This is an optimization exercise on Yosys and OpenROAD, whose aim is small area, a short achievable clock period and few clock cycles, not a production implementation. RTL that was checked went through simulation tests only; none was proved equivalent to the original. Only the layout flow was run in run 2; the RTL was not checked for function there. Power is estimated from default activity; no workload was simulated.

===== design/flow/run.sh =====
#!/bin/bash
# synth_recipe.tcl (not shown) runs the flow's synth.tcl, then flattens the netlist and writes it again
# the make line also repeats each setting of config.mk as NAME=value (left out here)
make -C /OpenROAD-flow-scripts/flow DESIGN_CONFIG=/design/flow/config.mk WORK_HOME=/design/flow/orfs CLKGATE_MAP_FILE= SYNTH_SCRIPT=/design/flow/synth_recipe.tcl finish

===== design/flow/config.mk =====
export PLATFORM = sky130hd
export DESIGN_NAME = txfec
export DESIGN_NICKNAME = txfec
export VERILOG_FILES = /design/flow/design.v
export SDC_FILE = /design/flow/constraint.sdc
export NUM_CORES = 4
export LEC_CHECK = 0
export CAP_MARGIN = 20
export CORE_MARGIN = 2
export CORE_UTILIZATION = 40
export SLEW_MARGIN = 20

===== design/flow/constraint.sdc =====
create_clock -name core_clock -period 24.0 [get_ports {clk}]
set_input_delay 4.8000 -clock core_clock [delete_from_list [all_inputs] [get_ports {clk}]]
set_output_delay 4.8000 -clock core_clock [all_outputs]
set_load 0.01 [all_outputs]

===== design/flow/design.v =====
module txfec_h84_lut (
    input  wire [7:0] b,
    output reg  [7:0] lut
);
    always @* begin
        case (b)
            8'h00: lut = 8'h01;
            8'h01: lut = 8'hFF;
            8'h02: lut = 8'h01;
            8'h03: lut = 8'h01;
            8'h04: lut = 8'hFF;
            8'h05: lut = 8'h00;
            8'h06: lut = 8'h01;
            8'h07: lut = 8'hFF;
            8'h08: lut = 8'hFF;
            8'h09: lut = 8'h02;
            8'h0A: lut = 8'h01;
            8'h0B: lut = 8'hFF;
            8'h0C: lut = 8'h0A;
            8'h0D: lut = 8'hFF;
            8'h0E: lut = 8'hFF;
            8'h0F: lut = 8'h07;
            8'h10: lut = 8'hFF;
            8'h11: lut = 8'h00;
            8'h12: lut = 8'h01;
            8'h13: lut = 8'hFF;
            8'h14: lut = 8'h00;
            8'h15: lut = 8'h00;
            8'h16: lut = 8'hFF;
            8'h17: lut = 8'h00;
            8'h18: lut = 8'h06;
            8'h19: lut = 8'hFF;
            8'h1A: lut = 8'hFF;
            8'h1B: lut = 8'h0B;
            8'h1C: lut = 8'hFF;
            8'h1D: lut = 8'h00;
            8'h1E: lut = 8'h03;
            8'h1F: lut = 8'hFF;
            8'h20: lut = 8'hFF;
            8'h21: lut = 8'h0C;
            8'h22: lut = 8'h01;
            8'h23: lut = 8'hFF;
            8'h24: lut = 8'h04;
            8'h25: lut = 8'hFF;
            8'h26: lut = 8'hFF;
            8'h27: lut = 8'h07;
            8'h28: lut = 8'h06;
            8'h29: lut = 8'hFF;
            8'h2A: lut = 8'hFF;
            8'h2B: lut = 8'h07;
            8'h2C: lut = 8'hFF;
            8'h2D: lut = 8'h07;
            8'h2E: lut = 8'h07;
            8'h2F: lut = 8'h07;
            8'h30: lut = 8'h06;
            8'h31: lut = 8'hFF;
            8'h32: lut = 8'hFF;
            8'h33: lut = 8'h05;
            8'h34: lut = 8'hFF;
            8'h35: lut = 8'h00;
            8'h36: lut = 8'h0D;
            8'h37: lut = 8'hFF;
            8'h38: lut = 8'h06;
            8'h39: lut = 8'h06;
            8'h3A: lut = 8'h06;
            8'h3B: lut = 8'hFF;
            8'h3C: lut = 8'h06;
            8'h3D: lut = 8'hFF;
            8'h3E: lut = 8'hFF;
            8'h3F: lut = 8'h07;
            8'h40: lut = 8'hFF;
            8'h41: lut = 8'h02;
            8'h42: lut = 8'h01;
            8'h43: lut = 8'hFF;
            8'h44: lut = 8'h04;
            8'h45: lut = 8'hFF;
            8'h46: lut = 8'hFF;
            8'h47: lut = 8'h09;
            8'h48: lut = 8'h02;
            8'h49: lut = 8'h02;
            8'h4A: lut = 8'hFF;
            8'h4B: lut = 8'h02;
            8'h4C: lut = 8'hFF;
            8'h4D: lut = 8'h02;
            8'h4E: lut = 8'h03;
            8'h4F: lut = 8'hFF;
            8'h50: lut = 8'h08;
            8'h51: lut = 8'hFF;
            8'h52: lut = 8'hFF;
            8'h53: lut = 8'h05;
            8'h54: lut = 8'hFF;
            8'h55: lut = 8'h00;
            8'h56: lut = 8'h03;
            8'h57: lut = 8'hFF;
            8'h58: lut = 8'hFF;
            8'h59: lut = 8'h02;
            8'h5A: lut = 8'h03;
            8'h5B: lut = 8'hFF;
            8'h5C: lut = 8'h03;
            8'h5D: lut = 8'hFF;
            8'h5E: lut = 8'h03;
            8'h5F: lut = 8'h03;
            8'h60: lut = 8'h04;
            8'h61: lut = 8'hFF;
            8'h62: lut = 8'hFF;
            8'h63: lut = 8'h05;
            8'h64: lut = 8'h04;
            8'h65: lut = 8'h04;
            8'h66: lut = 8'h04;
            8'h67: lut = 8'hFF;
            8'h68: lut = 8'hFF;
            8'h69: lut = 8'h02;
            8'h6A: lut = 8'h0F;
            8'h6B: lut = 8'hFF;
            8'h6C: lut = 8'h04;
            8'h6D: lut = 8'hFF;
            8'h6E: lut = 8'hFF;
            8'h6F: lut = 8'h07;
            8'h70: lut = 8'hFF;
            8'h71: lut = 8'h05;
            8'h72: lut = 8'h05;
            8'h73: lut = 8'h05;
            8'h74: lut = 8'h04;
            8'h75: lut = 8'hFF;
            8'h76: lut = 8'hFF;
            8'h77: lut = 8'h05;
            8'h78: lut = 8'h06;
            8'h79: lut = 8'hFF;
            8'h7A: lut = 8'hFF;
            8'h7B: lut = 8'h05;
            8'h7C: lut = 8'hFF;
            8'h7D: lut = 8'h0E;
            8'h7E: lut = 8'h03;
            8'h7F: lut = 8'hFF;
            8'h80: lut = 8'hFF;
            8'h81: lut = 8'h0C;
            8'h82: lut = 8'h01;
            8'h83: lut = 8'hFF;
            8'h84: lut = 8'h0A;
            8'h85: lut = 8'hFF;
            8'h86: lut = 8'hFF;
            8'h87: lut = 8'h09;
            8'h88: lut = 8'h0A;
            8'h89: lut = 8'hFF;
            8'h8A: lut = 8'hFF;
            8'h8B: lut = 8'h0B;
            8'h8C: lut = 8'h0A;
            8'h8D: lut = 8'h0A;
            8'h8E: lut = 8'h0A;
            8'h8F: lut = 8'hFF;
            8'h90: lut = 8'h08;
            8'h91: lut = 8'hFF;
            8'h92: lut = 8'hFF;
            8'h93: lut = 8'h0B;
            8'h94: lut = 8'hFF;
            8'h95: lut = 8'h00;
            8'h96: lut = 8'h0D;
            8'h97: lut = 8'hFF;
            8'h98: lut = 8'hFF;
            8'h99: lut = 8'h0B;
            8'h9A: lut = 8'h0B;
            8'h9B: lut = 8'h0B;
            8'h9C: lut = 8'h0A;
            8'h9D: lut = 8'hFF;
            8'h9E: lut = 8'hFF;
            8'h9F: lut = 8'h0B;
            8'hA0: lut = 8'h0C;
            8'hA1: lut = 8'h0C;
            8'hA2: lut = 8'hFF;
            8'hA3: lut = 8'h0C;
            8'hA4: lut = 8'hFF;
            8'hA5: lut = 8'h0C;
            8'hA6: lut = 8'h0D;
            8'hA7: lut = 8'hFF;
            8'hA8: lut = 8'hFF;
            8'hA9: lut = 8'h0C;
            8'hAA: lut = 8'h0F;
            8'hAB: lut = 8'hFF;
            8'hAC: lut = 8'h0A;
            8'hAD: lut = 8'hFF;
            8'hAE: lut = 8'hFF;
            8'hAF: lut = 8'h07;
            8'hB0: lut = 8'hFF;
            8'hB1: lut = 8'h0C;
            8'hB2: lut = 8'h0D;
            8'hB3: lut = 8'hFF;
            8'hB4: lut = 8'h0D;
            8'hB5: lut = 8'hFF;
            8'hB6: lut = 8'h0D;
            8'hB7: lut = 8'h0D;
            8'hB8: lut = 8'h06;
            8'hB9: lut = 8'hFF;
            8'hBA: lut = 8'hFF;
            8'hBB: lut = 8'h0B;
            8'hBC: lut = 8'hFF;
            8'hBD: lut = 8'h0E;
            8'hBE: lut = 8'h0D;
            8'hBF: lut = 8'hFF;
            8'hC0: lut = 8'h08;
            8'hC1: lut = 8'hFF;
            8'hC2: lut = 8'hFF;
            8'hC3: lut = 8'h09;
            8'hC4: lut = 8'hFF;
            8'hC5: lut = 8'h09;
            8'hC6: lut = 8'h09;
            8'hC7: lut = 8'h09;
            8'hC8: lut = 8'hFF;
            8'hC9: lut = 8'h02;
            8'hCA: lut = 8'h0F;
            8'hCB: lut = 8'hFF;
            8'hCC: lut = 8'h0A;
            8'hCD: lut = 8'hFF;
            8'hCE: lut = 8'hFF;
            8'hCF: lut = 8'h09;
            8'hD0: lut = 8'h08;
            8'hD1: lut = 8'h08;
            8'hD2: lut = 8'h08;
            8'hD3: lut = 8'hFF;
            8'hD4: lut = 8'h08;
            8'hD5: lut = 8'hFF;
            8'hD6: lut = 8'hFF;
            8'hD7: lut = 8'h09;
            8'hD8: lut = 8'h08;
            8'hD9: lut = 8'hFF;
            8'hDA: lut = 8'hFF;
            8'hDB: lut = 8'h0B;
            8'hDC: lut = 8'hFF;
            8'hDD: lut = 8'h0E;
            8'hDE: lut = 8'h03;
            8'hDF: lut = 8'hFF;
            8'hE0: lut = 8'hFF;
            8'hE1: lut = 8'h0C;
            8'hE2: lut = 8'h0F;
            8'hE3: lut = 8'hFF;
            8'hE4: lut = 8'h04;
            8'hE5: lut = 8'hFF;
            8'hE6: lut = 8'hFF;
            8'hE7: lut = 8'h09;
            8'hE8: lut = 8'h0F;
            8'hE9: lut = 8'hFF;
            8'hEA: lut = 8'h0F;
            8'hEB: lut = 8'h0F;
            8'hEC: lut = 8'hFF;
            8'hED: lut = 8'h0E;
            8'hEE: lut = 8'h0F;
            8'hEF: lut = 8'hFF;
            8'hF0: lut = 8'h08;
            8'hF1: lut = 8'hFF;
            8'hF2: lut = 8'hFF;
            8'hF3: lut = 8'h05;
            8'hF4: lut = 8'hFF;
            8'hF5: lut = 8'h0E;
            8'hF6: lut = 8'h0D;
            8'hF7: lut = 8'hFF;
            8'hF8: lut = 8'hFF;
            8'hF9: lut = 8'h0E;
            8'hFA: lut = 8'h0F;
            8'hFB: lut = 8'hFF;
            8'hFC: lut = 8'h0E;
            8'hFD: lut = 8'h0E;
            8'hFE: lut = 8'hFF;
            8'hFF: lut = 8'h0E;
            default: lut = 8'hFF;
        endcase
    end
endmodule
module txfec_h2418 (
    input  wire [23:0] w,
    output reg  [17:0] payload,
    output reg         unc,
    output reg         cor,
    output reg  [5:0]  test
);
    reg [23:0] a;
    reg [5:0]  f;
    integer    i;
    always @* begin
        test = 6'd0;
        for (i = 0; i < 23; i = i + 1)
            if (w[i])
                test = test ^ (i + 33);
        if (w[23])
            test = test ^ 6'd32;
        a   = w;
        unc = 1'b0;
        cor = 1'b0;
        f   = 6'd0;
        if (test[4:0] != 5'h1F) begin
            if (test[5]) begin
                unc = 1'b1;
            end else begin
                cor = 1'b1;
                f   = 6'd30 - test;
                if (f <= 6'd23)
                    a = w ^ (24'd1 << f);
            end
        end
        if (unc)
            payload = 18'h3FFFF;
        else
            payload = {a[22:16], a[14:8], a[6:4], a[2]};
    end
endmodule
module txfec (
    input  wire        clk,
    input  wire        rst_n,       
    input  wire        cmd_valid,
    output wire        cmd_ready,
    input  wire [31:0] cmd,
    output reg         rsp_valid,
    input  wire        rsp_ready,
    output reg  [3:0]  rsp_st,
    output reg  [31:0] rsp_res
);
    localparam [3:0] ST_OK      = 4'h0;
    localparam [3:0] ST_CODEERR = 4'h1;
    localparam [3:0] ST_REGERR  = 4'hE;
    localparam [3:0] ST_ILLEGAL = 4'hF;
    localparam [3:0] OP_BREV  = 4'h1;
    localparam [3:0] OP_H84   = 4'h2;
    localparam [3:0] OP_H84A  = 4'h3;
    localparam [3:0] OP_H2418 = 4'h4;
    localparam [3:0] OP_PAR   = 4'h5;
    localparam [3:0] OP_TSB   = 4'h6;
    localparam [3:0] OP_RD    = 4'h8;
    localparam [3:0] OP_WR    = 4'h9;
    localparam [3:0] EV_PREFIX   = 4'h0;
    localparam [3:0] EV_SYNC     = 4'h1;
    localparam [3:0] EV_DATA     = 4'h2;
    localparam [3:0] EV_PKT      = 4'h3;
    localparam [3:0] EV_SYNCLOSS = 4'h4;
    localparam [3:0] EV_DISCARD  = 4'h5;
    localparam [3:0] EV_RESYNC   = 4'h6;
    localparam [7:0] SYNC_BYTE = 8'h47;
    function [31:0] sat_add;
        input [31:0] c;
        input [1:0]  n;
        reg   [32:0] s;
        begin
            s = {1'b0, c} + {31'd0, n};
            sat_add = s[32] ? 32'hFFFFFFFF : s[31:0];
        end
    endfunction
    reg        cfg_m2ts, cfg_piden;
    reg [12:0] tpid;
    reg [7:0]  idx;
    reg        hunt;
    reg        ccv;
    reg [3:0]  ccl;
    reg [31:0] hdr;
    reg [32:0] pcr_base;
    reg [8:0]  pcr_ext;
    reg        pcrv;
    reg [31:0] pcrms;
    reg [31:0] cnt_h84, cnt_h2418, cnt_par, cnt_sync, cnt_disc;
    reg [31:0] cnt_tei, cnt_cc, cnt_pkt, cnt_ill;
    reg        pkt_we;
    reg [7:0]  pkt_wa;
    reg [7:0]  pkt_wd;
    wire [188*8-1:0] pkt_flat;
    genvar gk;
    generate
        for (gk = 0; gk < 188; gk = gk + 1) begin : g_pkt
            reg [7:0] q;
            always @(posedge clk)
                if (pkt_we && pkt_wa == gk)
                    q <= pkt_wd;
            assign pkt_flat[gk*8 +: 8] = q;
        end
    endgenerate
    wire [3:0]  op  = cmd[31:28];
    wire [3:0]  rsv = cmd[27:24];
    wire [23:0] arg = cmd[23:0];
    wire [7:0]  b   = arg[7:0];
    wire is_brev  = (op == OP_BREV)  && (cmd[27:8]  == 20'd0);
    wire is_h84   = (op == OP_H84)   && (cmd[27:8]  == 20'd0);
    wire is_h84a  = (op == OP_H84A)  && (cmd[27:16] == 12'd0);
    wire is_h2418 = (op == OP_H2418) && (rsv == 4'd0);
    wire is_par   = (op == OP_PAR)   && (cmd[27:8]  == 20'd0);
    wire is_tsb   = (op == OP_TSB)   && (cmd[27:8]  == 20'd0);
    wire is_rd    = (op == OP_RD)    && (rsv == 4'd0) && (cmd[15:0] == 16'd0);
    wire is_wr    = (op == OP_WR)    && (rsv == 4'd0);
    wire [7:0]  addr = arg[23:16];
    wire [15:0] val  = arg[15:0];
    assign cmd_ready = !rsp_valid || rsp_ready;
    wire fire = cmd_valid && cmd_ready;
    wire [7:0] brev_b;
    genvar gi;
    generate
        for (gi = 0; gi < 8; gi = gi + 1) begin : g_brev
            assign brev_b[gi] = b[7-gi];
        end
    endgenerate
    wire [7:0] lut0, lut1;
    txfec_h84_lut u_lut0 (.b(arg[7:0]),  .lut(lut0));
    txfec_h84_lut u_lut1 (.b(arg[15:8]), .lut(lut1));
    wire       unc0 = (lut0 == 8'hFF);
    wire       unc1 = (lut1 == 8'hFF);
    wire [3:0] nib0 = unc0 ? 4'd0 : lut0[3:0];
    wire [3:0] nib1 = unc1 ? 4'd0 : lut1[3:0];
    wire [7:0] haddr = {nib1, nib0};
    wire [3:0] mag   = (haddr[2:0] == 3'd0) ? 4'd8 : {1'b0, haddr[2:0]};
    wire [4:0] row   = haddr[7:3];
    wire [17:0] h24_payload;
    wire        h24_unc, h24_cor;
    wire [5:0]  h24_test;
    txfec_h2418 u_h2418 (
        .w(arg), .payload(h24_payload), .unc(h24_unc), .cor(h24_cor), .test(h24_test)
    );
    wire perr = ~^b;    
    wire [6:0] par_ch = perr ? 7'h20 : b[6:0];
    wire [7:0] h1 = pkt_flat[1*8 +: 8];
    wire [7:0] h2 = pkt_flat[2*8 +: 8];
    wire [7:0] h3 = pkt_flat[3*8 +: 8];
    wire [7:0] b5 = pkt_flat[5*8 +: 8];
    wire        f_tei  = h1[7];
    wire        f_pusi = h1[6];
    wire        f_prio = h1[5];
    wire [12:0] f_pid  = {h1[4:0], h2};
    wire [1:0]  f_tsc  = h3[7:6];
    wire        f_af   = h3[5];
    wire        f_pl   = h3[4];
    wire [3:0]  f_cc   = h3[3:0];
    wire        f_afdisc = !f_tei && f_af && b5[7];
    wire        f_pcrf   = !f_tei && f_af && b5[4];
    wire        f_match  = !f_tei && cfg_piden && (f_pid == tpid);
    wire        cc_ok    = !ccv || f_afdisc || (f_cc == ccl + 4'd1);
    wire        f_ccerr  = f_match && !cc_ok;
    wire [32:0] new_base = {pkt_flat[6*8 +: 8], pkt_flat[7*8 +: 8], pkt_flat[8*8 +: 8],
                            pkt_flat[9*8 +: 8], pkt_flat[10*8 + 7]};
    wire [8:0]  new_ext  = {pkt_flat[10*8], pkt_flat[11*8 +: 8]};
    wire [32:0] new_ms   = new_base / 33'd90;
    wire [31:0] hdr_word = {4'h3, f_pcrf, f_afdisc, f_ccerr, f_match,
                            f_pl, f_af, f_tsc, f_tei, f_prio, f_pusi, f_cc, f_pid};
    wire [7:0]  pfx_len  = cfg_m2ts ? 8'd4 : 8'd0;
    wire [7:0]  pk       = idx - pfx_len;    
    reg        rd_ok;
    reg [31:0] rd_val;
    always @* begin
        rd_ok  = 1'b1;
        rd_val = 32'd0;
        case (addr)
            8'h00: rd_val = {30'd0, cfg_piden, cfg_m2ts};
            8'h01: rd_val = {19'd0, tpid};
            8'h02: rd_val = 32'd0;
            8'h04: rd_val = {23'd0, hunt, idx};
            8'h05: rd_val = {23'd0, ccv, 4'd0, ccl};
            8'h06: rd_val = hdr;
            8'h07: rd_val = pcr_base[31:0];
            8'h08: rd_val = {pcrv, 6'd0, pcr_ext, 15'd0, pcr_base[32]};
            8'h09: rd_val = pcrms;
            8'h10: rd_val = cnt_h84;
            8'h11: rd_val = cnt_h2418;
            8'h12: rd_val = cnt_par;
            8'h13: rd_val = cnt_sync;
            8'h14: rd_val = cnt_disc;
            8'h15: rd_val = cnt_tei;
            8'h16: rd_val = cnt_cc;
            8'h17: rd_val = cnt_pkt;
            8'h18: rd_val = cnt_ill;
            default: begin
                if (addr >= 8'h40 && addr <= 8'hFB)
                    rd_val = {24'd0, pkt_flat[(addr - 8'h40)*8 +: 8]};
                else
                    rd_ok = 1'b0;
            end
        endcase
    end
    always @* begin
        pkt_we = 1'b0;
        pkt_wa = pk;
        pkt_wd = b;
        if (fire && is_tsb) begin
            if (hunt) begin
                pkt_we = (b == SYNC_BYTE);
                pkt_wa = 8'd0;
            end else if (idx == pfx_len) begin
                pkt_we = (b == SYNC_BYTE);
                pkt_wa = 8'd0;
            end else if (idx > pfx_len) begin
                pkt_we = 1'b1;
            end
        end
    end
    always @(posedge clk) begin
        if (!rst_n) begin
            rsp_valid <= 1'b0;
            rsp_st    <= 4'd0;
            rsp_res   <= 32'd0;
            cfg_m2ts  <= 1'b0;
            cfg_piden <= 1'b0;
            tpid      <= 13'd0;
            idx       <= 8'd0;
            hunt      <= 1'b0;
            ccv       <= 1'b0;
            ccl       <= 4'd0;
            hdr       <= 32'd0;
            pcr_base  <= 33'd0;
            pcr_ext   <= 9'd0;
            pcrv      <= 1'b0;
            pcrms     <= 32'd0;
            cnt_h84   <= 32'd0;
            cnt_h2418 <= 32'd0;
            cnt_par   <= 32'd0;
            cnt_sync  <= 32'd0;
            cnt_disc  <= 32'd0;
            cnt_tei   <= 32'd0;
            cnt_cc    <= 32'd0;
            cnt_pkt   <= 32'd0;
            cnt_ill   <= 32'd0;
        end else begin
            if (fire) begin
                rsp_valid <= 1'b1;
                rsp_st    <= ST_OK;
                rsp_res   <= 32'd0;
                if (is_brev) begin
                    rsp_res <= {24'd0, brev_b};
                end else if (is_h84) begin
                    rsp_st  <= unc0 ? ST_CODEERR : ST_OK;
                    rsp_res <= {8'd0, lut0, 7'd0, unc0, 4'd0, nib0};
                    if (unc0)
                        cnt_h84 <= sat_add(cnt_h84, 2'd1);
                end else if (is_h84a) begin
                    rsp_st  <= (unc0 || unc1) ? ST_CODEERR : ST_OK;
                    rsp_res <= {14'd0, unc1, unc0, 3'd0, row, 4'd0, mag};
                    cnt_h84 <= sat_add(cnt_h84, {1'b0, unc0} + {1'b0, unc1});
                end else if (is_h2418) begin
                    rsp_st  <= h24_unc ? ST_CODEERR : ST_OK;
                    rsp_res <= {h24_test, h24_cor, h24_unc, 6'd0, h24_payload};
                    if (h24_unc)
                        cnt_h2418 <= sat_add(cnt_h2418, 2'd1);
                end else if (is_par) begin
                    rsp_st  <= perr ? ST_CODEERR : ST_OK;
                    rsp_res <= {23'd0, perr, 1'b0, par_ch};
                    if (perr)
                        cnt_par <= sat_add(cnt_par, 2'd1);
                end else if (is_tsb) begin
                    if (hunt) begin
                        if (b == SYNC_BYTE) begin
                            hunt    <= 1'b0;
                            idx     <= pfx_len + 8'd1;
                            rsp_res <= {EV_RESYNC, 20'd0, b};
                        end else begin
                            cnt_disc <= sat_add(cnt_disc, 2'd1);
                            rsp_res  <= {EV_DISCARD, 20'd0, b};
                        end
                    end else if (idx < pfx_len) begin
                        idx     <= idx + 8'd1;
                        rsp_res <= {EV_PREFIX, 12'd0, idx, b};
                    end else if (idx == pfx_len) begin
                        if (b == SYNC_BYTE) begin
                            idx     <= idx + 8'd1;
                            rsp_res <= {EV_SYNC, 20'd0, b};
                        end else begin
                            hunt     <= 1'b1;
                            cnt_sync <= sat_add(cnt_sync, 2'd1);
                            cnt_disc <= sat_add(cnt_disc, 2'd1);
                            rsp_res  <= {EV_SYNCLOSS, 20'd0, b};
                        end
                    end else if (pk < 8'd187) begin
                        idx     <= idx + 8'd1;
                        rsp_res <= {EV_DATA, 12'd0, pk, b};
                    end else begin
                        idx     <= 8'd0;
                        cnt_pkt <= sat_add(cnt_pkt, 2'd1);
                        if (f_tei)
                            cnt_tei <= sat_add(cnt_tei, 2'd1);
                        if (f_pcrf) begin
                            pcr_base <= new_base;
                            pcr_ext  <= new_ext;
                            pcrv     <= 1'b1;
                            pcrms    <= new_ms[31:0];
                        end
                        if (f_match) begin
                            if (cc_ok) begin
                                ccv <= 1'b1;
                                ccl <= f_cc;
                            end else begin
                                ccv    <= 1'b0;
                                cnt_cc <= sat_add(cnt_cc, 2'd1);
                            end
                        end
                        hdr     <= hdr_word;
                        rsp_res <= hdr_word;
                    end
                end else if (is_rd) begin
                    rsp_st  <= rd_ok ? ST_OK : ST_REGERR;
                    rsp_res <= rd_ok ? rd_val : 32'd0;
                end else if (is_wr) begin
                    case (addr)
                        8'h00: begin
                            if (val[0] != cfg_m2ts && (idx != 8'd0 || hunt)) begin
                                rsp_st <= ST_REGERR;
                            end else begin
                                cfg_m2ts  <= val[0];
                                cfg_piden <= val[1];
                                ccv       <= 1'b0;
                            end
                        end
                        8'h01: begin
                            if (val[15:13] != 3'd0) begin
                                rsp_st <= ST_REGERR;
                            end else begin
                                tpid <= val[12:0];
                                ccv  <= 1'b0;
                            end
                        end
                        8'h02: begin
                            if (val[0]) begin
                                idx      <= 8'd0;
                                hunt     <= 1'b0;
                                ccv      <= 1'b0;
                                ccl      <= 4'd0;
                                hdr      <= 32'd0;
                                pcr_base <= 33'd0;
                                pcr_ext  <= 9'd0;
                                pcrv     <= 1'b0;
                                pcrms    <= 32'd0;
                            end
                            if (val[1]) begin
                                cnt_h84   <= 32'd0;
                                cnt_h2418 <= 32'd0;
                                cnt_par   <= 32'd0;
                                cnt_sync  <= 32'd0;
                                cnt_disc  <= 32'd0;
                                cnt_tei   <= 32'd0;
                                cnt_cc    <= 32'd0;
                                cnt_pkt   <= 32'd0;
                                cnt_ill   <= 32'd0;
                            end
                        end
                        default: rsp_st <= ST_REGERR;
                    endcase
                end else begin
                    rsp_st  <= ST_ILLEGAL;
                    cnt_ill <= sat_add(cnt_ill, 2'd1);
                end
            end else if (rsp_ready) begin
                rsp_valid <= 1'b0;
            end
        end
    end
endmodule

==> results of run 1 <==
cell families after synthesis:
| group | Yosys count |
|---|---|
| DFF | 1955 |
| muxes | 585 |
| adders and majority gates | 44 |
| buffers and inverters | 717 |
| xor gates and xnor gates | 201 |
| and+or+nand+nor | 2405 |
| AOI/OAI and AO/OA | 2091 |
path summary, 6_finish.rpt:
| check | start | endpoint | slack, ps |
|---|---|---|---|
| worst min register to register | rsp_res[30] | rsp_res[30] | 470 |
| worst min-delay path | rsp_res[30] | rsp_res[30] | 470 |
| worst max register to register | g_pkt[6].q[2] | pcrms[0] | 1740 |
| worst max-delay path | g_pkt[6].q[2] | pcrms[0] | 1740 |
layout make-up:
type / instances / area [um^2] / area share (%)
antenna: 2 / 5.00 / 0.00467
multi-input combinational: 5326 / 40100 / 37.4
timing repair buffer: 219 / 1940 / 1.81
sequential: 1955 / 54200 / 50.5
tap: 3185 / 3990 / 3.72
clock inverter: 119 / 1380 / 1.28
clock buffer: 238 / 5090 / 4.74
inverter: 146 / 549 / 0.512
power groups by stage:
| stage | registers, mW | logic (mW) | clock network [mW] |
|---|---|---|---|
| after CTS | 3.64 | 0.432 | 3.13 |
| after detailed placement | 3.71 | 0.431 | 0 |
| after global placement | 3.71 | 0.427 | 0 |
| final | 3.64 | 0.434 | 3.09 |
| after floorplan | 3.71 | 0.261 | 0 |
| after global routing | 3.64 | 0.460 | 3.27 |
routing by layer:
layer,GRT usage [%],vias to the layer above,routed length [um]
met5,0,-,15
met4,11.6,4,17000
met3,4.39,660,26600
met2,38.0,3437,141000
met1,34.2,35500,127000
li1,-,30700,-
cells in the final DEF (no fill, tap or decap), types with 58 or more instances in the layout:
| cell type | count |
|---|---|
| a21boi_0 | 116 |
| a21oi_1 | 569 |
| a221oi_1 | 61 |
| a22oi_1 | 132 |
| a31oi_1 | 87 |
| and2_1 | 71 |
| and3_1 | 189 |
| buf_4 | 139 |
| clkbuf_16 | 192 |
| clkdlybuf4s50_1 | 58 |
| dfxtp_1 | 451 |
| edfxtp_1 | 1504 |
| inv_1 | 134 |
| mux2i_1 | 60 |
| mux4_2 | 492 |
| nand2_1 | 570 |
| nand2b_1 | 90 |
| nand3_1 | 239 |
| nand4_1 | 69 |
| nor2_1 | 655 |
| nor2b_1 | 175 |
| nor3_1 | 126 |
| o21ai_0 | 495 |
| xnor2_1 | 142 |
per-stage QoR:
stage / setup slack, ps / power (mW) / cell area, um^2
after floorplan: 5710 / 3.97 / 96900
after global placement: 1540 / 4.14 / 101000
after detailed placement: 1250 / 4.14 / 101000
after CTS: 1180 / 7.21 / 107000
after global routing: 77.6 / 7.37 / 107000
final: 1740 / 7.17 / 107000
worst max-delay path, delay by kind of cell (launching register included):
| family | cells | cell delay, ps |
|---|---|---|
| AO/OA/AOI/OAI | 52 | 15150 |
| AND/OR/NAND/NOR | 13 | 3950 |
| multiplexers | 6 | 2360 |
| flip-flops | 1 | 670 |
==> flow_summary.json, run 1 <==
{
  "status": "timing/DRC/antenna clean",
  "setup_viol": 0,
  "pwr-share-comb_pct": 6.1,
  "post-route-util_pct": 44.5,
  "netlist_instances": 7998,
  "synthSimpleGateAreaFrac_pct": 12.1,
  "dieArea_um2": 246000,
  "io_pins": 74,
  "regMostFlops": "g_pkt.q",
  "cts_buffer_depth": 3,
  "synth_flop_cell": "edfxtp_1",
  "clk_pin_slew_ps": 70,
  "synth.top_cell.area_share_pct": 46.6,
  "antenna_found_initial": 16,
  "cts_num_sinks": 1955,
  "cap_violations": 0,
  "synth_top_family_by_area": "compound AO/OA/AOI/OAI gates",
  "cts_root_buffer": "clkbuf_16",
  "grt_pass1_vias": 65600,
  "yosysSeqAreaShare_pct": 55.9,
  "grt_pass1_wl_um": 454000,
  "hold_path_class": "flip-flop to flip-flop",
  "yosysMostFrequentCell": "edfxtp_1",
  "synth_adder_area_share_pct": 0.559,
  "post_cts_buffers": 0,
  "postRouteAntennaNets": 0,
  "yosys_warnings": 3,
  "syn_area_um2": 96900,
  "synth_edf_count": 1504,
  "irDropWorstVdd_mv": 0.0724,
  "crit_path_frequent_cell": "o21ai_2",
  "seqPwrFrac_pct": 50.8,
  "grt_max_degree": 167,
  "final_layout_size_suffix_gt1_share_pct": 14.2,
  "yosys.area_share.xor_xnor_pct": 1.87,
  "crit_type": "flip-flop to flip-flop",
  "r2r_cells": 71,
  "nets": 7913,
  "syn_nets": 8071,
  "crit_path_end_kind": "flip-flop",
  "min_path_cells": 2,
  "start_util_pct": 40.2,
  "layout.cells.non_filler": 11200,
  "hpwl_um": 210000,
  "cp_data_required_time_ps": 24690,
  "die_w_um": 496,
  "power.share.switching_pct": 23.0,
  "crit_path_max_fanout": 19,
  "largest_registers": "g_pkt.q (1504), pcr_base (33)",
  "fin_tns_setup_ps": 0,
  "fin_crit_sh_pct": 92.8,
  "drtIter0Drc": 9064,
  "place_congestion": 1.01,
  "cts_tree": "yes",
  "nFillCells": 21800,
  "syn2layout_area_growth_pct": 10.7,
  "clkLatencyLatePin_ps": 870,
  "leakage_nw": 33.5,
  "cp_data_arrival_time_ps": 22950,
  "largest_reg_flops": 1504,
  "max_freq_ghz": 0.0449,
  "die_y_um": 496,
  "synth_top_cells_by_count": "edfxtp_1 (1,504), nor2_1 (667), nand2_1 (571)",
  "synth_top_cell_by_area": "edfxtp_1",
  "syn_area_per_cell_um2": 12.1,
  "htreeDepth": 4,
  "synth.area.top_cells": "edfxtp_1 (47%), mux4_2 (11%), dfxtp_1 (9.3%)",
  "rsz0062_at_grt": "no",
  "p_clk_share_pct": 43.1,
  "start_kind": "flip-flop",
  "numPortBuffers": 73,
  "cp_slowest_cell": "edfxtp_1",
  "p_int_mw": 5.52,
  "async_flop_share_pct": 0,
  "timing.final.crit_period_ps": 22260,
  "ys_types": 133,
  "place_inst": 10800,
  "wire_per_inst_um": 27.8,
  "worstMarginPinSlew_ps": 1260,
  "drv_slew": 0,
  "synth_compound_area_share_pct": 14.3,
  "ctsResizeCount": 0,
  "cts_hold_buf": 0,
  "grt_usage_pct": 24.7,
  "fp-row-count": 180,
  "synth_seq_cells": 1955,
  "finalHoldViolCount": 0,
  "power.density_nw_per_um2": 66.8,
  "hold-worst-slack_ps": 465,
  "firstDrtPassIters": 15,
  "coreArea_um2": 241000,
  "route.detailed.drc": 0,
  "power.switching_mw": 1.65,
  "synthMuxAreaShare_pct": 12.5,
  "overflow": 0,
  "drt_wl_total_um": 312000,
  "slew_headroom_pct": 15.6,
  "via_count": 70300,
  "fin_skew_ps": 59.1,
  "numCtsBuffers": 192,
  "slowest_delay_ps": 670,
  "drt-vias-per-instance": 6.28
}
Testbench counts, summed over its fixed seeds: cycles 32,913.
==> run 2: changes to the inputs <==
--- a/design/flow/design.v
+++ b/design/flow/design.v
@@ -308,8 +308,8 @@
     output wire        cmd_ready,
     input  wire [31:0] cmd,
-    output reg         rsp_valid,
+    output wire        rsp_valid,
     input  wire        rsp_ready,
-    output reg  [3:0]  rsp_st,
-    output reg  [31:0] rsp_res
+    output wire [3:0]  rsp_st,
+    output wire [31:0] rsp_res
 );
     localparam [3:0] ST_OK      = 4'h0;
@@ -342,4 +342,11 @@
         end
     endfunction
+    reg [31:0] c_q;
+    reg        c_v;
+    reg        rdy;
+    assign cmd_ready = rdy;
+    wire acc = cmd_valid && rdy;
+    always @(posedge clk)
+        c_q <= cmd;
     reg        cfg_m2ts, cfg_piden;
     reg [12:0] tpid;
@@ -352,10 +359,12 @@
     reg [8:0]  pcr_ext;
     reg        pcrv;
-    reg [31:0] pcrms;
+    reg [26:0] pcrms;
     reg [31:0] cnt_h84, cnt_h2418, cnt_par, cnt_sync, cnt_disc;
     reg [31:0] cnt_tei, cnt_cc, cnt_pkt, cnt_ill;
+    reg [5:0]  dv_n;        
+    reg [6:0]  dv_r;        
+    reg [26:0] dv_q;        
     reg        pkt_we;
     reg [7:0]  pkt_wa;
-    reg [7:0]  pkt_wd;
     wire [188*8-1:0] pkt_flat;
     genvar gk;
@@ -365,24 +374,22 @@
             always @(posedge clk)
                 if (pkt_we && pkt_wa == gk)
-                    q <= pkt_wd;
+                    q <= c_q[7:0];
             assign pkt_flat[gk*8 +: 8] = q;
         end
     endgenerate
-    wire [3:0]  op  = cmd[31:28];
-    wire [3:0]  rsv = cmd[27:24];
-    wire [23:0] arg = cmd[23:0];
+    wire [3:0]  op  = c_q[31:28];
+    wire [3:0]  rsv = c_q[27:24];
+    wire [23:0] arg = c_q[23:0];
     wire [7:0]  b   = arg[7:0];
-    wire is_brev  = (op == OP_BREV)  && (cmd[27:8]  == 20'd0);
-    wire is_h84   = (op == OP_H84)   && (cmd[27:8]  == 20'd0);
-    wire is_h84a  = (op == OP_H84A)  && (cmd[27:16] == 12'd0);
+    wire is_brev  = (op == OP_BREV)  && (c_q[27:8]  == 20'd0);
+    wire is_h84   = (op == OP_H84)   && (c_q[27:8]  == 20'd0);
+    wire is_h84a  = (op == OP_H84A)  && (c_q[27:16] == 12'd0);
     wire is_h2418 = (op == OP_H2418) && (rsv == 4'd0);
-    wire is_par   = (op == OP_PAR)   && (cmd[27:8]  == 20'd0);
-    wire is_tsb   = (op == OP_TSB)   && (cmd[27:8]  == 20'd0);
-    wire is_rd    = (op == OP_RD)    && (rsv == 4'd0) && (cmd[15:0] == 16'd0);
+    wire is_par   = (op == OP_PAR)   && (c_q[27:8]  == 20'd0);
+    wire is_tsb   = (op == OP_TSB)   && (c_q[27:8]  == 20'd0);
+    wire is_rd    = (op == OP_RD)    && (rsv == 4'd0) && (c_q[15:0] == 16'd0);
     wire is_wr    = (op == OP_WR)    && (rsv == 4'd0);
     wire [7:0]  addr = arg[23:16];
     wire [15:0] val  = arg[15:0];
-    assign cmd_ready = !rsp_valid || rsp_ready;
-    wire fire = cmd_valid && cmd_ready;
     wire [7:0] brev_b;
     genvar gi;
@@ -430,9 +437,12 @@
                             pkt_flat[9*8 +: 8], pkt_flat[10*8 + 7]};
     wire [8:0]  new_ext  = {pkt_flat[10*8], pkt_flat[11*8 +: 8]};
-    wire [32:0] new_ms   = new_base / 33'd90;
     wire [31:0] hdr_word = {4'h3, f_pcrf, f_afdisc, f_ccerr, f_match,
                             f_pl, f_af, f_tsc, f_tei, f_prio, f_pusi, f_cc, f_pid};
     wire [7:0]  pfx_len  = cfg_m2ts ? 8'd4 : 8'd0;
     wire [7:0]  pk       = idx - pfx_len;    
+    wire        dv_bit = new_base[dv_n - 6'd1];
+    wire [7:0]  dv_t   = {dv_r, dv_bit};
+    wire        dv_ge  = (dv_t >= 8'd90);
+    wire [7:0]  dv_s   = dv_t - 8'd90;
     reg        rd_ok;
     reg [31:0] rd_val;
@@ -449,5 +459,5 @@
             8'h07: rd_val = pcr_base[31:0];
             8'h08: rd_val = {pcrv, 6'd0, pcr_ext, 15'd0, pcr_base[32]};
-            8'h09: rd_val = pcrms;
+            8'h09: rd_val = {5'd0, pcrms};
             8'h10: rd_val = cnt_h84;
             8'h11: rd_val = cnt_h2418;
@@ -467,9 +477,52 @@
         endcase
     end
+    reg [3:0]  x_st;
+    reg [31:0] x_res;
+    always @* begin
+        x_st  = ST_OK;
+        x_res = 32'd0;
+        if (is_brev) begin
+            x_res = {24'd0, brev_b};
+        end else if (is_h84) begin
+            x_st  = unc0 ? ST_CODEERR : ST_OK;
+            x_res = {8'd0, lut0, 7'd0, unc0, 4'd0, nib0};
+        end else if (is_h84a) begin
+            x_st  = (unc0 || unc1) ? ST_CODEERR : ST_OK;
+            x_res = {14'd0, unc1, unc0, 3'd0, row, 4'd0, mag};
+        end else if (is_h2418) begin
+            x_st  = h24_unc ? ST_CODEERR : ST_OK;
+            x_res = {h24_test, h24_cor, h24_unc, 6'd0, h24_payload};
+        end else if (is_par) begin
+            x_st  = perr ? ST_CODEERR : ST_OK;
+            x_res = {23'd0, perr, 1'b0, par_ch};
+        end else if (is_tsb) begin
+            if (hunt)
+                x_res = {(b == SYNC_BYTE) ? EV_RESYNC : EV_DISCARD, 20'd0, b};
+            else if (idx < pfx_len)
+                x_res = {EV_PREFIX, 12'd0, idx, b};
+            else if (idx == pfx_len)
+                x_res = {(b == SYNC_BYTE) ? EV_SYNC : EV_SYNCLOSS, 20'd0, b};
+            else if (pk < 8'd187)
+                x_res = {EV_DATA, 12'd0, pk, b};
+            else
+                x_res = hdr_word;
+        end else if (is_rd) begin
+            x_st  = rd_ok ? ST_OK : ST_REGERR;
+            x_res = rd_val;
+        end else if (is_wr) begin
+            case (addr)
+                8'h00: x_st = (val[0] != cfg_m2ts && (idx != 8'd0 || hunt)) ? ST_REGERR : ST_OK;
+                8'h01: x_st = (val[15:13] != 3'd0) ? ST_REGERR : ST_OK;
+                8'h02: x_st = ST_OK;
+                default: x_st = ST_REGERR;
+            endcase
+        end else begin
+            x_st = ST_ILLEGAL;
+        end
+    end
     always @* begin
         pkt_we = 1'b0;
         pkt_wa = pk;
-        pkt_wd = b;
-        if (fire && is_tsb) begin
+        if (c_v && is_tsb) begin
             if (hunt) begin
                 pkt_we = (b == SYNC_BYTE);
@@ -485,7 +538,4 @@
     always @(posedge clk) begin
         if (!rst_n) begin
-            rsp_valid <= 1'b0;
-            rsp_st    <= 4'd0;
-            rsp_res   <= 32'd0;
             cfg_m2ts  <= 1'b0;
             cfg_piden <= 1'b0;
@@ -499,5 +549,5 @@
             pcr_ext   <= 9'd0;
             pcrv      <= 1'b0;
-            pcrms     <= 32'd0;
+            pcrms     <= 27'd0;
             cnt_h84   <= 32'd0;
             cnt_h2418 <= 32'd0;
@@ -509,28 +559,22 @@
             cnt_pkt   <= 32'd0;
             cnt_ill   <= 32'd0;
+            dv_n      <= 6'd0;
         end else begin
-            if (fire) begin
-                rsp_valid <= 1'b1;
-                rsp_st    <= ST_OK;
-                rsp_res   <= 32'd0;
+            if (dv_n != 6'd0) begin
+                dv_n <= dv_n - 6'd1;
+                dv_r <= dv_ge ? dv_s[6:0] : dv_t[6:0];
+                dv_q <= {dv_q[25:0], dv_ge};
+            end
+            if (c_v) begin
                 if (is_brev) begin
-                    rsp_res <= {24'd0, brev_b};
                 end else if (is_h84) begin
-                    rsp_st  <= unc0 ? ST_CODEERR : ST_OK;
-                    rsp_res <= {8'd0, lut0, 7'd0, unc0, 4'd0, nib0};
                     if (unc0)
                         cnt_h84 <= sat_add(cnt_h84, 2'd1);
                 end else if (is_h84a) begin
-                    rsp_st  <= (unc0 || unc1) ? ST_CODEERR : ST_OK;
-                    rsp_res <= {14'd0, unc1, unc0, 3'd0, row, 4'd0, mag};
                     cnt_h84 <= sat_add(cnt_h84, {1'b0, unc0} + {1'b0, unc1});
                 end else if (is_h2418) begin
-                    rsp_st  <= h24_unc ? ST_CODEERR : ST_OK;
-                    rsp_res <= {h24_test, h24_cor, h24_unc, 6'd0, h24_payload};
                     if (h24_unc)
                         cnt_h2418 <= sat_add(cnt_h2418, 2'd1);
                 end else if (is_par) begin
-                    rsp_st  <= perr ? ST_CODEERR : ST_OK;
-                    rsp_res <= {23'd0, perr, 1'b0, par_ch};
                     if (perr)
                         cnt_par <= sat_add(cnt_par, 2'd1);
@@ -538,27 +582,25 @@
                     if (hunt) begin
                         if (b == SYNC_BYTE) begin
-                            hunt    <= 1'b0;
-                            idx     <= pfx_len + 8'd1;
-                            rsp_res <= {EV_RESYNC, 20'd0, b};
+                            hunt <= 1'b0;
+                            idx  <= pfx_len + 8'd1;
                         end else begin
                             cnt_disc <= sat_add(cnt_disc, 2'd1);
-                            rsp_res  <= {EV_DISCARD, 20'd0, b};
                         end
                     end else if (idx < pfx_len) begin
-                        idx     <= idx + 8'd1;
-                        rsp_res <= {EV_PREFIX, 12'd0, idx, b};
+                        idx <= idx + 8'd1;
                     end else if (idx == pfx_len) begin
                         if (b == SYNC_BYTE) begin
-                            idx     <= idx + 8'd1;
-                            rsp_res <= {EV_SYNC, 20'd0, b};
+                            idx <= idx + 8'd1;
                         end else begin
                             hunt     <= 1'b1;
                             cnt_sync <= sat_add(cnt_sync, 2'd1);
                             cnt_disc <= sat_add(cnt_disc, 2'd1);
-                            rsp_res  <= {EV_SYNCLOSS, 20'd0, b};
                         end
                     end else if (pk < 8'd187) begin
-                        idx     <= idx + 8'd1;
-                        rsp_res <= {EV_DATA, 12'd0, pk, b};
+                        idx <= idx + 8'd1;
+                        if (pk == 8'd10) begin
+                            dv_n <= 6'd33;
+                            dv_r <= 7'd0;
+                        end
                     end else begin
                         idx     <= 8'd0;
@@ -570,5 +612,5 @@
                             pcr_ext  <= new_ext;
                             pcrv     <= 1'b1;
-                            pcrms    <= new_ms[31:0];
+                            pcrms    <= dv_q;
                         end
                         if (f_match) begin
@@ -581,16 +623,11 @@
                             end
                         end
-                        hdr     <= hdr_word;
-                        rsp_res <= hdr_word;
+                        hdr <= hdr_word;
                     end
                 end else if (is_rd) begin
-                    rsp_st  <= rd_ok ? ST_OK : ST_REGERR;
-                    rsp_res <= rd_ok ? rd_val : 32'd0;
                 end else if (is_wr) begin
                     case (addr)
                         8'h00: begin
-                            if (val[0] != cfg_m2ts && (idx != 8'd0 || hunt)) begin
-                                rsp_st <= ST_REGERR;
-                            end else begin
+                            if (!(val[0] != cfg_m2ts && (idx != 8'd0 || hunt))) begin
                                 cfg_m2ts  <= val[0];
                                 cfg_piden <= val[1];
@@ -599,7 +636,5 @@
                         end
                         8'h01: begin
-                            if (val[15:13] != 3'd0) begin
-                                rsp_st <= ST_REGERR;
-                            end else begin
+                            if (val[15:13] == 3'd0) begin
                                 tpid <= val[12:0];
                                 ccv  <= 1'b0;
@@ -616,5 +651,5 @@
                                 pcr_ext  <= 9'd0;
                                 pcrv     <= 1'b0;
-                                pcrms    <= 32'd0;
+                                pcrms    <= 27'd0;
                             end
                             if (val[1]) begin
@@ -630,14 +665,42 @@
                             end
                         end
-                        default: rsp_st <= ST_REGERR;
+                        default: ;
                     endcase
                 end else begin
-                    rsp_st  <= ST_ILLEGAL;
                     cnt_ill <= sat_add(cnt_ill, 2'd1);
                 end
-            end else if (rsp_ready) begin
-                rsp_valid <= 1'b0;
             end
         end
     end
+    reg [35:0] q0, q1, q2;
+    reg [1:0]  qn;                     
+    wire       pop  = (qn != 2'd0) && rsp_ready;
+    wire       push = c_v;
+    wire [35:0] x = {x_st, x_res};
+    assign rsp_valid = (qn != 2'd0);
+    assign rsp_st    = q0[35:32];
+    assign rsp_res   = q0[31:0];
+    wire [1:0] qn_next = qn + {1'b0, push} - {1'b0, pop};
+    always @(posedge clk) begin
+        if (pop) begin
+            q0 <= (push && qn == 2'd1) ? x : q1;
+            q1 <= (push && qn == 2'd2) ? x : q2;
+            q2 <= x;
+        end else begin
+            if (push && qn == 2'd0) q0 <= x;
+            if (push && qn == 2'd1) q1 <= x;
+            if (push && qn == 2'd2) q2 <= x;
+        end
+    end
+    always @(posedge clk) begin
+        if (!rst_n) begin
+            c_v <= 1'b0;
+            rdy <= 1'b0;
+            qn  <= 2'd0;
+        end else begin
+            c_v <= acc;
+            qn  <= qn_next;
+            rdy <= ({1'b0, qn_next} + {2'd0, acc}) < 3'd3;
+        end
+    end
 endmodule
==> flow_summary.json, run 2 <==
{
  "ys_types": 114,
  "use_met1_pct": 35.6,
  "rsz0062_at_grt": "no",
  "start_kind": "flip-flop",
  "nets": 7599,
  "overflow": 0,
  "final_common_cell": "edfxtp_1",
  "r2r_slack_ps": 17010,
  "io_pins": 74,
  "pwr-share-comb_pct": 9.9,
  "synth_flop_cell": "edfxtp_1",
  "fin_crit_sh_pct": 29.1,
  "synth_edf_count": 1574,
  "syn_area_per_cell_um2": 12.6,
  "die_w_um": 493,
  "cts_hold_buf": 0,
  "async_flop_share_pct": 0,
  "cts_num_sinks": 2114,
  "ctsResizeCount": 0,
  "power.share.switching_pct": 25.3,
  "synth_top_cell_by_area": "edfxtp_1",
  "hpwl_um": 231000,
  "crit_path_max_fanout": 61,
  "syn_nets": 7665,
  "grt_usage_pct": 27.4,
  "grt_pass1_wl_um": 484000,
  "cp_data_arrival_time_ps": 7550,
  "post-route-util_pct": 44.9,
  "clk_pin_slew_ps": 60,
  "dieArea_um2": 243000,
  "status": "timing/DRC/antenna clean",
  "via_count": 68500,
  "fin_skew_ps": 105,
  "leakage_nw": 33.9,
  "start_util_pct": 40.2,
  "p_clk_share_pct": 40.7,
  "drt-vias-per-instance": 6.30,
  "place_congestion": 1.04,
  "firstDrtPassIters": 26,
  "finalHoldViolCount": 0,
  "cp_slowest_cell": "a221oi_1",
  "synth_top_cells_by_count": "edfxtp_1 (1,574), nor2_1 (753), nand2_1 (600)",
  "timing.final.crit_period_ps": 6990,
  "yosys_warnings": 3,
  "cts_buffer_depth": 3,
  "htreeDepth": 4,
  "worstMarginPinSlew_ps": 1240,
  "setup_viol": 0,
  "power.density_nw_per_um2": 78.6,
  "largest_reg_flops": 1504,
  "numPortBuffers": 73,
  "slew_headroom_pct": 16.7,
  "crit_type": "flip-flop to flip-flop",
  "grt_max_degree": 187,
  "fp-row-count": 179,
  "cp_cell_sequence": "buf_4 > buf_4 > buf_4 > buf_12 > mux4_2 > a22o_1 > a221oi_1 > o22ai_1 > nor3_1 > o311ai_0 > buf_4 > and4_1 > nor4_1 > a21oi_1",
  "cts_tree": "yes",
  "synth.area.top_cells": "edfxtp_1 (49%), dfxtp_1 (11%), mux4_2 (9.6%)",
  "synth.top_cell.area_share_pct": 49.4,
  "yosysSeqAreaShare_pct": 60.7,
  "drt_wl_total_um": 342000,
  "slowest_delay_ps": 770,
  "coreArea_um2": 238000,
  "yosysMostFrequentCell": "edfxtp_1",
  "syn_area_um2": 95600,
  "grt_pass1_vias": 64700,
  "hold_path_class": "flip-flop to flip-flop",
  "cts_root_buffer": "clkbuf_16",
  "clkLatencyLatePin_ps": 920,
  "use_met3_pct": 5.93,
  "max_freq_ghz": 0.143,
  "seqPwrFrac_pct": 49.5,
  "irDropWorstVdd_mv": 0.0814,
  "netlist_instances": 7578,
  "p_int_mw": 6.27,
  "post_cts_buffers": 0,
  "cp_data_required_time_ps": 24560,
  "fin_tns_setup_ps": 0,
  "route.detailed.drc": 0,
  "grt_util_met2_pct": 42.7,
  "syn2layout_area_growth_pct": 11.7,
  "cap_violations": 0,
  "postRouteAntennaNets": 0,
  "drv_slew": 0,
  "grt-busiest-layer": "met2",
  "numCtsBuffers": 218,
  "die_y_um": 493,
  "final_layout_size_suffix_gt1_share_pct": 14.3,
  "drtIter0Drc": 8962,
  "synth_seq_cells": 2114,
  "regMostFlops": "g_pkt.q",
  "wire_per_inst_um": 31.5,
  "antenna_found_initial": 13,
  "crit_path_end_kind": "flip-flop",
  "crit_path_frequent_cell": "buf_4",
  "power.switching_mw": 2.12,
  "layout_common_cells": "edfxtp_1 (1,574), nor2_1 (742), nand2_1 (596)"
}
run 2: final timing paths:
path | from | to | cells past startpoint
max reg2reg | c_q[16] | q0[7] | 14
min | dv_q[4] | dv_q[5] | 0
max | c_q[16] | q0[7] | 14
min reg2reg | dv_q[4] | dv_q[5] | 0
run 2: cell type report:
type | instances | area, um^2
antenna | 3 | 7.51
timing repair buffer | 253 | 2160
tap | 3167 | 3960
fill | 21300 | 131000
multi-input combinational | 4857 | 35100
clock buffer | 270 | 5720
clock inverter | 134 | 1460
sequential | 2114 | 58100
inverter | 68 | 263
run 2: stage by stage:
step	total power [mW]	cell area, um^2	instances	hold slack, ps	setup slack (ps)
after floorplan	4.73	95600	7578	420	16760
after global placement	5.03	99500	10500	429	16170
after detailed placement	5.05	99500	10500	437	16190
after CTS	8.43	107000	10900	451	16920
after global routing	8.64	107000	10900	458	16660
final	8.39	107000	10900	448	17010
run 2: power by group through the flow:
stage          clock (mW)  combinational [mW]  sequential [mW]
3_5_place_dp            0               0.821             4.23
2_1_floorplan           0               0.517             4.21
4_1_cts              3.45               0.824             4.15
5_1_grt              3.59               0.890             4.16
3_3_place_gp            0               0.805             4.23
6_report             3.41               0.827             4.15
run 2: metal layers:
| metal | up-vias | share of wire (%) |
|---|---|---|
| li1 | 29300 | - |
| met1 | 34700 | 38 |
| met2 | 3637 | 46 |
| met3 | 874 | 9.3 |
| met4 | 12 | 6.9 |
| met5 | - | 0.027 |
run 2: kinds of logic (layout without fill, tap and decap cells):
kind of cell    Yosys count  in the layout  synth area share, %
flops                  2114           2114                 60.7
mux                     508            508                 10.7
xor+xnor                138            138                 1.41
simple gates           2268           2268                 11.0
fa+ha+maj                51             51                0.675
buf+inv                 607            725                 2.85
compound gates         1892           1892                 12.7
other cells               0              3                    0
run 2: critical path, delay by kind of cell, from the launching register on:
family          cells  cell delay (ps)
simple gates        3             1320
mux                 1              570
flops               1              470
compound gates      5             1610
buf+inv             5             2580

port drivers added, routing unchanged:
The flow's constraints put no driver on any port. The routed layouts listed below were extracted and timed again, unchanged, in two steps.
Step 1 assumes that a clkbuf_16 drives the clock port and a buf_2 every other input.
Step 2 moves the port delays by t, midway between the first and last clock arrival at a register: inputs arrive t later, outputs are due t later. That takes back most of the time a late clock gives input paths.
a / b / c = ideal ports / drivers / drivers and shift; a / b = the first two.
| run | t, ns | slack for setup (ns) | worst register clock-pin slew, ns | worst slew at a driven data input, ns |
|---|---|---|---|---|
| run 1 | 0.919 | 1.736 / 1.736 / 1.736 | 0.07 / 0.07 | 0.08 |
| run 2 | 0.964 | 17.012 / 16.983 / 16.204 | 0.07 / 0.07 | 0.08 |
After both steps every run listed still meets setup and hold. For run 2, which loses most, drivers alone change the setup slack by -0.029 ns; drivers and shift together by -0.808 ns.
